This is an optimization exercise on Yosys and OpenROAD, whose aim is small area, not a production implementation.
Function was checked by simulation only, so behaviour that the tests miss may differ from the original.
Power is estimated from default activity; no workload was simulated.

## job 4798
==> flow/design.v (excerpt) <==
module psc_bridge (
  input  wire        clk,
  input  wire        rst,           
  output wire        idle,          
  input  wire        cmd_valid,
  input  wire [7:0]  cmd_data,
  input  wire        cmd_last,
  output wire        cmd_ready,
  input  wire        tick,
  output wire        out_valid,
  output wire [7:0]  out_data,
  output wire        out_last,
  input  wire        out_ready,
  output wire        led,
  input  wire        mode,
  input  wire [31:0] millis,
  input  wire [7:0]  rand_data,
  output wire        rand_req,
  output wire        bus_sel_n,
  output wire        bus_req,
  output wire [7:0]  bus_tx,        
  input  wire        bus_done,
  input  wire [7:0]  bus_rx,        
  input  wire        bus_ack
);
  localparam [2:0] S_IDLE = 3'd0,
                   S_RECV = 3'd1,
                   S_EXEC = 3'd2,
                   S_RAND = 3'd3,
                   S_SEND = 3'd4,
                   S_BUS  = 3'd5;
  localparam [1:0] K_IGN  = 2'd0,    
                   K_HS   = 2'd1,    
                   K_SUB  = 2'd2,    
                   K_POLL = 2'd3;    
  localparam [5:0] HS_BASE  = 6'd60,
                   SUB_BASE = 6'd45;
  function [7:0] rev8;
    input [7:0] b;
    integer k;
    begin
      for (k = 0; k < 8; k = k + 1)
        rev8[k] = b[7-k];
    end
  endfunction
  reg [2:0]  state;
  reg [1:0]  kind;
  reg [5:0]  cnt;         
  reg        enable;
  reg        id_valid;
  reg        led_r;
  reg        dual;        
  reg [47:0] id;          
  reg [2:0]  ph;          
  reg        have;        
  reg [7:0]  s0;          
  reg [7:0]  s1;          
  reg [7:0]  s2;          
  reg [7:0]  s3;          
  reg [7:0]  s4;          
  wire st_idle = (state == S_IDLE);
  wire st_recv = (state == S_RECV);
  wire st_exec = (state == S_EXEC);
  ...
export LEC_CHECK = 0
export ABC_AREA = 1
export CAP_MARGIN = 20
export CORE_MARGIN = 2
export CORE_UTILIZATION = 40
export CTS_BUF_LIST = sky130_fd_sc_hd__clkbuf_8
export SLEW_MARGIN = 20
create_clock -name core_clock -period 10.0 [get_ports {clk}]
standard.sh (not shown) runs the stock make flow with config.mk's settings and CLKGATE_MAP_FILE= SYNTH_SCRIPT=/design/flow/synth_recipe.tcl, a recipe that flattens the netlist after the stock synthesis.
==> flow/flow/run.sh <==
#!/bin/bash
# Layout flow: the standard flow (standard.sh: the standard synthesis
# and ORFS steps, unchanged), with one change: the buffers that ORFS puts on
# every input and output port are the smallest buffer cell (buf_1) instead
# of the cell buffer_ports picks by default. The whole output of the flow
# goes to standard.log in this folder; ORFS's per-step logs stay under
# orfs/logs/.
export BUFFER_PORTS_ARGS="-buffer_cell sky130_fd_sc_hd__buf_1"
bash standard.sh > standard.log 2>&1
Edits applied to the flow inputs when going from job 4798 to job 3542:
==> flow/flow/run.sh <==
#!/bin/bash
export BUFFER_PORTS_ARGS="-buffer_cell sky130_fd_sc_hd__buf_1"
bash standard.sh > standard.log 2>&1
diff --git a/flow/config.mk b/flow/config.mk
--- a/flow/config.mk
+++ b/flow/config.mk
@@ -8,3 +8,3 @@
 export ABC_AREA = 1
-export CAP_MARGIN = 20
+export CAP_MARGIN = 0
 export CORE_MARGIN = 2
@@ -12,2 +12,2 @@
 export CTS_BUF_LIST = sky130_fd_sc_hd__clkbuf_8
-export SLEW_MARGIN = 20
+export SLEW_MARGIN = 0
## What came out
- Delta (job 3542 minus job 4798): relative slew slack fell 3.2 points; synthesized cell count was more or less identical; final hold slack roughly the same; part of the power in combinational logic neither gained nor lost much.
- Job 3542 against job 4798: net switching share of the total power roughly the same; remaining antenna violation count after routing flat; post-route clock skew shows no meaningful change.
Input-level comparison between job 4521 and job 3542:
==> flow/flow/run.sh <==
#!/bin/bash
export BUFFER_PORTS_ARGS="-buffer_cell sky130_fd_sc_hd__buf_1"
export CTS_ARGS="-sink_clustering_enable -repair_clock_nets -buf_list sky130_fd_sc_hd__clkbuf_8 -dont_use_dummy_load"
export PRE_RESIZE_TCL="$PWD/flow/downsize.tcl"
export POST_FLOORPLAN_TCL="$PWD/flow/restructure.tcl"
bash standard.sh > standard.log 2>&1
==> flow/flow/downsize.tcl (new file) <==
# Runs before the placement repair (ORFS's PRE_RESIZE_TCL hook). Synthesis
# (ABC's upsize step) leaves some gates at a higher drive strength than the
# design needs at its clock period; this gives every combinational gate that
# has a drive-1 variant of the same function that variant. repair_design,
# which runs next in this step, and the timing repairs of the later steps
# size gates up again wherever slew, capacitance or timing needs it.
set dont_use $::env(DONT_USE_CELLS)
set n 0
foreach inst [get_cells *] {
  set master [get_property $inst ref_name]
  if {![regexp {^(sky130_fd_sc_hd__[a-z0-9]+)_([0-9]+)$} $master -> base drive]} { continue }
  if {$drive <= 1} { continue }
  # registers, latches, clock cells, tie and physical cells keep their size
  if {[regexp {__(df|edf|sdf|dl|clk|tap|fill|decap|conb|diode)} $master]} { continue }
  set target ${base}_1
  if {[lsearch -exact $dont_use $target] >= 0} { continue }
  set lc [get_lib_cells -quiet */$target]
  if {[llength $lc] == 0} { continue }
  replace_cell $inst [lindex $lc 0]
  incr n
}
puts "downsize.tcl: $n gates set to drive strength 1"
==> flow/flow/restructure.tcl (new file) <==
# Runs at the end of the floorplan step (ORFS's POST_FLOORPLAN_TCL hook):
# OpenROAD's restructure re-maps the combinational logic for area with ABC
# (registers are not touched), keeping the cells ORFS marks don't-use out.
set_dont_use $::env(DONT_USE_CELLS)
set tielo_cell [lindex $::env(TIELO_CELL_AND_PORT) 0]
set tiehi_cell [lindex $::env(TIEHI_CELL_AND_PORT) 0]
set tielo_lib [get_name [get_property [lindex [get_lib_cell $tielo_cell] 0] library]]
set tiehi_lib [get_name [get_property [lindex [get_lib_cell $tiehi_cell] 0] library]]
set tielo_port $tielo_lib/$tielo_cell/[lindex $::env(TIELO_CELL_AND_PORT) 1]
set tiehi_port $tiehi_lib/$tiehi_cell/[lindex $::env(TIEHI_CELL_AND_PORT) 1]
set lib [lindex $::env(LIB_FILES) 0]
puts "restructure.tcl: area before [sta::format_area [rsz::design_area] 0]"
restructure -target area -liberty_file $lib -tielo_port $tielo_port -tiehi_port $tiehi_port \
  -work_dir $::env(OBJECTS_DIR) -abc_logfile $::env(LOG_DIR)/2_1_restructure_abc.log
puts "restructure.tcl: area after [sta::format_area [rsz::design_area] 0]"
diff --git a/flow/config.mk b/flow/config.mk
--- a/flow/config.mk
+++ b/flow/config.mk
@@ -8,3 +8,3 @@
 export ABC_AREA = 1
-export CAP_MARGIN = 0
+export CAP_MARGIN = 20
 export CORE_MARGIN = 2
@@ -12,2 +12,2 @@
 export CTS_BUF_LIST = sky130_fd_sc_hd__clkbuf_8
-export SLEW_MARGIN = 0
+export SLEW_MARGIN = 20
[summary]
- Re count of H-tree levels built during CTS: no difference whatsoever between job 4521 and job 3542.
- The number of fill cells of job 4521 and that of job 3542 are within noise of each other.
- Job 4521 and job 3542 ended up with nearly the same combinational power share.
- In job 4521 the clock group share of total power turned out 3.8 points lower than in job 3542.
- Going from job 3542 to job 4521, the area added between synthesis and finish was found to have gone down by 10 points.
- Relative to job 3542, the number of signal-net inverters in the final layout measured on job 4521 has decreased by more than 10%.
- Across both runs, flip-flop and latch share of the layout cell area was higher for job 4521 than for job 3542.
- From job 3542 to job 4521 the numbers moved as follows: number of cells on the critical path went down 3, count of input and output buffers stayed essentially flat, measured slew at the worst slew-check pin now sits lower, number of non-clock buffers in the layout saw an increase.

## separate check: timing with driven ports
No port has a modelled driver above. Below, the same layouts with a new extraction and two added sets of constraints. Step 1 assumes that a clkbuf_16 drives the clock port and a buf_2 every other input. Step 2 adds t to the input delays and takes it off the output delays; t is the mean of the earliest and latest rising clock arrival at the registers after step 1. Input paths then give back, and output paths get back, about the clock's delay inside the block. Slacks: ideal / step 1 / step 2; pairs: ideal / step 1.
run | shift t [ns] | setup WS [ns] | slew at the worst register clock pin (ns)
job 4798 | 0.404 | 3.946 / 3.910 / 4.314 | 0.11 / 0.11
job 3542 | 0.405 | 4.002 / 3.966 / 4.371 | 0.11 / 0.11
job 4521 | 0.393 | 1.841 / 1.804 / 2.197 | 0.12 / 0.12
After both steps setup and hold are still met in every run listed.
